This design comes from an exercise in tuning for small area and few clock cycles on the open sky130 flow, not from production work.
RTL that was checked went through simulation tests only; none was proved equivalent to the original.
No activity file was given, so power comes from the tool's default toggle rates.

## vs1063_ste
module vs1063_ste (
    input  wire        clk,
    input  wire        rst,
    input  wire        host_we,
    input  wire [3:0]  host_addr,
    input  wire [31:0] host_wdata,
    output reg  [31:0] host_rdata,
    output wire        busy,
    output wire [11:0] src_addr,
    input  wire [7:0]  src_rdata,
    output wire [11:0] srcw_addr,
    input  wire [15:0] srcw_rdata,
    output wire        dst_we,
    output wire [11:0] dst_addr,
    output wire [7:0]  dst_wdata,
    output reg         lines_oe,
    output reg         cs_cmd_n,
    output reg         cs_data_n,
    output reg         chip_rst_n,
    output wire        sck,
    output wire        mosi,
    input  wire        miso,
    input  wire        ready
);
make LEC_CHECK=0 CAP_MARGIN=20 CORE_MARGIN=2 CORE_UTILIZATION=40 CTS_BUF_LIST=sky130_fd_sc_hd__clkbuf_4 SLEW_MARGIN=20 finish   # period 10.0 ns
run.sh (not shown) runs the stock make flow with config.mk's settings and CLKGATE_MAP_FILE= SYNTH_SCRIPT=/design/flow/synth_recipe.tcl, a recipe that flattens the netlist after the stock synthesis.
The starting point finished clean.
Rerun with:
Settings changed: CTS_BUF_LIST sky130_fd_sc_hd__clkbuf_4 to sky130_fd_sc_hd__clkbuf_2.
Routed wire length hardly moves.
Core utilization came out lower by 0.87 points.
Area after synthesis does not change.
Setup slack improved by 0.051 ns.
Final area decreases by 1.9%.
Final cell count hardly moves.
No run of this note included a check of the RTL's function; only the layout flow was run.


Setup of 11-18:
vs1063_ste, a different RTL version from the one above (not shown whole).
For scale: about 1700 cells after synthesis, roughly 150 I/O pins, roughly 12000 µm² of cells after synthesis.
Design vs1063_ste, start of the top module:
module vs1063_ste (
    input  wire        clk,
    input  wire        rst,
    input  wire        host_we,
    input  wire [3:0]  host_addr,
    input  wire [31:0] host_wdata,
    output reg  [31:0] host_rdata,
    output wire        busy,
    output wire [11:0] src_addr,
    input  wire [7:0]  src_rdata,
    output wire [11:0] srcw_addr,
    input  wire [15:0] srcw_rdata,
    output wire        dst_we,
    output wire [11:0] dst_addr,
    output wire [7:0]  dst_wdata,
    output reg         lines_oe,
    output reg         cs_cmd_n,
    output reg         cs_data_n,
    output reg         chip_rst_n,
    output wire        sck,
    output wire        mosi,
    input  wire        miso,
    input  wire        ready
);
    localparam [2:0] E_OK         = 3'd0;
    localparam [2:0] E_INV_FORMAT = 3'd2;
    localparam [2:0] E_OUT_OF_BND = 3'd3;
    localparam [2:0] E_INV_ARG    = 3'd4;
    localparam [2:0] E_ILLEGAL    = 3'd5;
    localparam [2:0] E_NOT_INIT   = 3'd6;
    localparam [4:0] S_IDLE = 5'd0;
    localparam [4:0] S_EXEC = 5'd1;
    localparam [4:0] S_WR   = 5'd2;    
    localparam [4:0] S_LAST = 5'd3;    
    localparam [4:0] S_RAM2 = 5'd4;
    localparam [4:0] S_RMW2 = 5'd5;
  ...
Settings: LEC_CHECK=0, CAP_MARGIN=20, CORE_MARGIN=2, CORE_UTILIZATION=65, SLEW_MARGIN=20; clock period 10.0 ns.
standard.sh (not shown) runs the stock make flow with config.mk's settings and CLKGATE_MAP_FILE= SYNTH_SCRIPT=/design/flow/synth_recipe.tcl, a recipe that flattens the netlist after the stock synthesis.
==> flow/flow/run.sh <==
#!/bin/bash
# Layout flow: the standard flow (standard.sh) with three changes.
#  1. After the standard synthesis, the combinational logic between the
#     registers is remapped for area by ABC (flow/resyn.tcl, flow/resyn.abc).
#     The registers stay the standard synthesis's own cell instances, with
#     the same names and cell types.
#  2. Port buffers use buf_1, the smallest buffer cell, instead of the cell
#     buffer_ports picks by default.
#  3. The clock tree is built from clkbuf_4, in clusters of at most 6 sinks
#     within 40 um, without dummy loads.
# Each tool's output goes to its own log in this folder: std_synth.log,
# resyn.log, std_layout.log (ORFS also keeps per-step logs under orfs/logs/).
set -euo pipefail
R=orfs/results/${FLOW_PLATFORM}/vs1063_ste/base

bash standard.sh synth > std_synth.log 2>&1

cp "$R/1_2_yosys.v" "$R/1_2_yosys_standard.v"
YOSYS=$(command -v yosys || true)
[[ -n "$YOSYS" ]] || YOSYS="$FLOW_HOME/../tools/install/yosys/bin/yosys"
RESYN_LIB="$FLOW_HOME/platforms/${FLOW_PLATFORM}/lib/sky130_fd_sc_hd__tt_025C_1v80.lib" \
RESYN_IN="$R/1_2_yosys_standard.v" \
RESYN_TOP="$FLOW_TOP" \
RESYN_ABC=flow/resyn.abc \
RESYN_STAT=resyn_stat.txt \
RESYN_OUT="$R/1_2_yosys.v" \
  "$YOSYS" -c flow/resyn.tcl > resyn.log 2>&1
rm -f "$R/1_synth.odb" "$R/1_synth.sdc"

export BUFFER_PORTS_ARGS="-buffer_cell sky130_fd_sc_hd__buf_1"
export CTS_ARGS="-sink_clustering_enable -repair_clock_nets -dont_use_dummy_load -buf_list sky130_fd_sc_hd__clkbuf_4 -sink_clustering_size 6 -sink_clustering_max_diameter 40"
bash standard.sh > std_layout.log 2>&1
==> flow/flow/resyn.abc <==
strash
&get -n
&deepsyn -T 30
&put
dch -f
amap
topo
Other scripts of this flow, unchanged in this note and not shown: flow/flow/resyn.tcl
Per the final summary, 11-18 finished and its layout is clean on timing, DRC and antenna.
Testbench counts of 11-18, summed over its fixed seeds: cycles 637,937.
What 01-02 does differently from 11-18 at the input level:
==> flow/flow/resyn.abc <==
strash
&get -n
&deepsyn -T 30
&dch -f
&nf -a -R 1000
&put
topo
==> comparison <==
01-02 vs 11-18 on global routing usage on met1: 01-02 is the lower one.
01-02 against 11-18; total power after layout is down slightly.
01-02 vs. 11-18: wire length lost 4800 µm; global-route usage has decreased.
Compared with 11-18, in 01-02 die width went down; total net switching power went down; share of power burned in the clock network went down; largest stage delay on the critical path went down.
01-02 gives more synthesis-to-finish area growth than 11-18 did.
Minimum period implied by the final worst setup slack ends up higher on 11-18.


Another version of the RTL of vs1063_ste (not shown whole).
Size in the first run: about 150 I/O pins, about 14,000 µm² of cells after synthesis.
Settings: LEC_CHECK=0, CAP_MARGIN=20, CORE_MARGIN=2, CORE_UTILIZATION=40, SLEW_MARGIN=20; clock period 10.0 ns.
==> flow/flow/resyn.abc <==
strash
dc2
dch -f
amap
strash
dc2
dch -f
amap
topo
==> flow/flow/resyn.tcl <==
# Remap the combinational logic of the standard synthesis netlist for area.
# Registers stay the standard synthesis's own cell instances (same names,
# same cell types); only the logic between them is rebuilt by ABC.
yosys -import
set lib $::env(RESYN_LIB)
read_liberty -ignore_miss_func $lib
read_verilog $::env(RESYN_IN)
hierarchy -top $::env(RESYN_TOP)
# sequential cells are kept as they are
setattr -mod -set keep_hierarchy 1 sky130_fd_sc_hd__*df* sky130_fd_sc_hd__*dl*
flatten
opt_clean -purge
techmap
opt_clean -purge
set du {}
foreach c {sky130_fd_sc_hd__probe_p_8 sky130_fd_sc_hd__probec_p_8 sky130_fd_sc_hd__lpflow_bleeder_1 sky130_fd_sc_hd__lpflow_clkbufkapwr_1 sky130_fd_sc_hd__lpflow_clkbufkapwr_16 sky130_fd_sc_hd__lpflow_clkbufkapwr_2 sky130_fd_sc_hd__lpflow_clkbufkapwr_4 sky130_fd_sc_hd__lpflow_clkbufkapwr_8 sky130_fd_sc_hd__lpflow_clkinvkapwr_1 sky130_fd_sc_hd__lpflow_clkinvkapwr_16 sky130_fd_sc_hd__lpflow_clkinvkapwr_2 sky130_fd_sc_hd__lpflow_clkinvkapwr_4 sky130_fd_sc_hd__lpflow_clkinvkapwr_8 sky130_fd_sc_hd__lpflow_decapkapwr_12 sky130_fd_sc_hd__lpflow_decapkapwr_3 sky130_fd_sc_hd__lpflow_decapkapwr_4 sky130_fd_sc_hd__lpflow_decapkapwr_6 sky130_fd_sc_hd__lpflow_decapkapwr_8 sky130_fd_sc_hd__lpflow_inputiso0n_1 sky130_fd_sc_hd__lpflow_inputiso0p_1 sky130_fd_sc_hd__lpflow_inputiso1n_1 sky130_fd_sc_hd__lpflow_inputiso1p_1 sky130_fd_sc_hd__lpflow_inputisolatch_1 sky130_fd_sc_hd__lpflow_isobufsrc_1 sky130_fd_sc_hd__lpflow_isobufsrc_16 sky130_fd_sc_hd__lpflow_isobufsrc_2 sky130_fd_sc_hd__lpflow_isobufsrc_4 sky130_fd_sc_hd__lpflow_isobufsrc_8 sky130_fd_sc_hd__lpflow_isobufsrckapwr_16 sky130_fd_sc_hd__lpflow_lsbuf_lh_hl_isowell_tap_1 sky130_fd_sc_hd__lpflow_lsbuf_lh_hl_isowell_tap_2 sky130_fd_sc_hd__lpflow_lsbuf_lh_hl_isowell_tap_4 sky130_fd_sc_hd__lpflow_lsbuf_lh_isowell_4 sky130_fd_sc_hd__lpflow_lsbuf_lh_isowell_tap_1 sky130_fd_sc_hd__lpflow_lsbuf_lh_isowell_tap_2 sky130_fd_sc_hd__lpflow_lsbuf_lh_isowell_tap_4} { lappend du -dont_use $c }
abc -liberty $lib {*}$du -script $::env(RESYN_ABC)
opt_clean -purge
# cell definitions back to library blackboxes
delete sky130_fd_sc_hd__*
read_liberty -lib $lib
hierarchy -top $::env(RESYN_TOP)
hilomap -singleton -hicell sky130_fd_sc_hd__conb_1 HI -locell sky130_fd_sc_hd__conb_1 LO
insbuf -buf sky130_fd_sc_hd__buf_4 A X
yosys rename -hide w:*.*
check -assert -mapped
tee -o $::env(RESYN_STAT) stat -liberty $lib
write_verilog -noattr -nohex -nodec $::env(RESYN_OUT)
Scripts as last shown in full above: flow/flow/run.sh
The first run finished with timing, DRC and antenna clean.
Testbench counts at the start, summed over its fixed seeds: cycles 637,937.
Next try:
==> flow/flow/resyn.abc (replaced) <==
strash
&get -n
&deepsyn -T 30
&put
dch -f
amap
topo
The changed run finished with timing, DRC and antenna clean.
First-iteration DRC count is lower by 12%.
Clock-buffer cell count went up by 2.
Global-route usage fell by 3.3 points.
Area after synthesis decreases by 7.1%.
Via count goes down by about 13%.
Critical path depth is lower by 3.
Power goes down by 36%.
Routed wire length decreases by about 16%.
Worst hold slack gets better by 6.5 ps.
Flip-flop and latch count does not change.
Next try:
--- a/flow/flow/run.sh
+++ b/flow/flow/run.sh
@@ -8,3 +8,3 @@
 #     buffer_ports picks by default.
-#  3. The clock tree is built from clkbuf_4, in clusters of at most 6 sinks
+#  3. The clock tree is built from clkbuf_4, in clusters of at most 10 sinks
 #     within 40 um, without dummy loads.
@@ -30,3 +30,3 @@
 export BUFFER_PORTS_ARGS="-buffer_cell sky130_fd_sc_hd__buf_1"
-export CTS_ARGS="-sink_clustering_enable -repair_clock_nets -dont_use_dummy_load -buf_list sky130_fd_sc_hd__clkbuf_4 -sink_clustering_size 6 -sink_clustering_max_diameter 40"
+export CTS_ARGS="-sink_clustering_enable -repair_clock_nets -dont_use_dummy_load -buf_list sky130_fd_sc_hd__clkbuf_4 -sink_clustering_size 10 -sink_clustering_max_diameter 40"
 bash standard.sh > std_layout.log 2>&1
==> flow/flow/resyn.abc (replaced) <==
strash
dc2
dch -f
amap
strash
dc2
dch -f
amap
topo
The new run finished with timing, DRC and antenna clean.
Clock-buffer cell count went down by 9.
Via count went up by 14%.
Die area went up by 7.5%.
Maximum frequency went down by 0.34%.
Non-clock buffer count went up by 11.
Power went up by 53%.
Synthesized area went up by 7.7%.

==> port drivers added, routing unchanged <==
The flow's constraints put no driver on any port. The routed layouts listed below were extracted and timed again, unchanged, in two steps. Step 1 (the two cells are an assumption about what drives the block):
set clk [get_ports {clk}]
set_driving_cell -lib_cell sky130_fd_sc_hd__clkbuf_16 $clk
set_driving_cell -lib_cell sky130_fd_sc_hd__buf_2 [delete_from_list [all_inputs] $clk]
Step 2 also shifts input and output timing later by t, the mid clock arrival at the registers, as if the neighbouring blocks saw the same clock. Slacks: ideal ports / drivers / drivers and shift; pairs: ideal ports / drivers.
run | t, ns | setup WS [ns] | worst hold slack (ns)
the first run of note 1 | 0.818 | 2.923 / 2.881 / 2.881 | 0.460 / 0.460 / 0.460
the second run of note 1 | 1.036 | 2.974 / 2.933 / 2.933 | 0.463 / 0.463 / 0.463
11-18 | 0.705 | 2.094 / 2.094 / 1.882 | 0.465 / 0.465 / 0.465
01-02 | 0.701 | 3.153 / 3.153 / 3.153 | 0.465 / 0.465 / 0.465
the first run of note 3 | 0.751 | 1.349 / 1.349 / 1.349 | 0.442 / 0.442 / 0.442
the second run of note 3 | 0.719 | 1.386 / 1.386 / 1.386 | 0.449 / 0.449 / 0.449
the third run of note 3 | 0.746 | 1.356 / 1.356 / 1.356 | 0.445 / 0.445 / 0.445
After both steps setup and hold are still met in every run listed. For 11-18, which loses most, drivers alone change the setup slack by 0.000 ns; drivers and shift together by -0.212 ns.
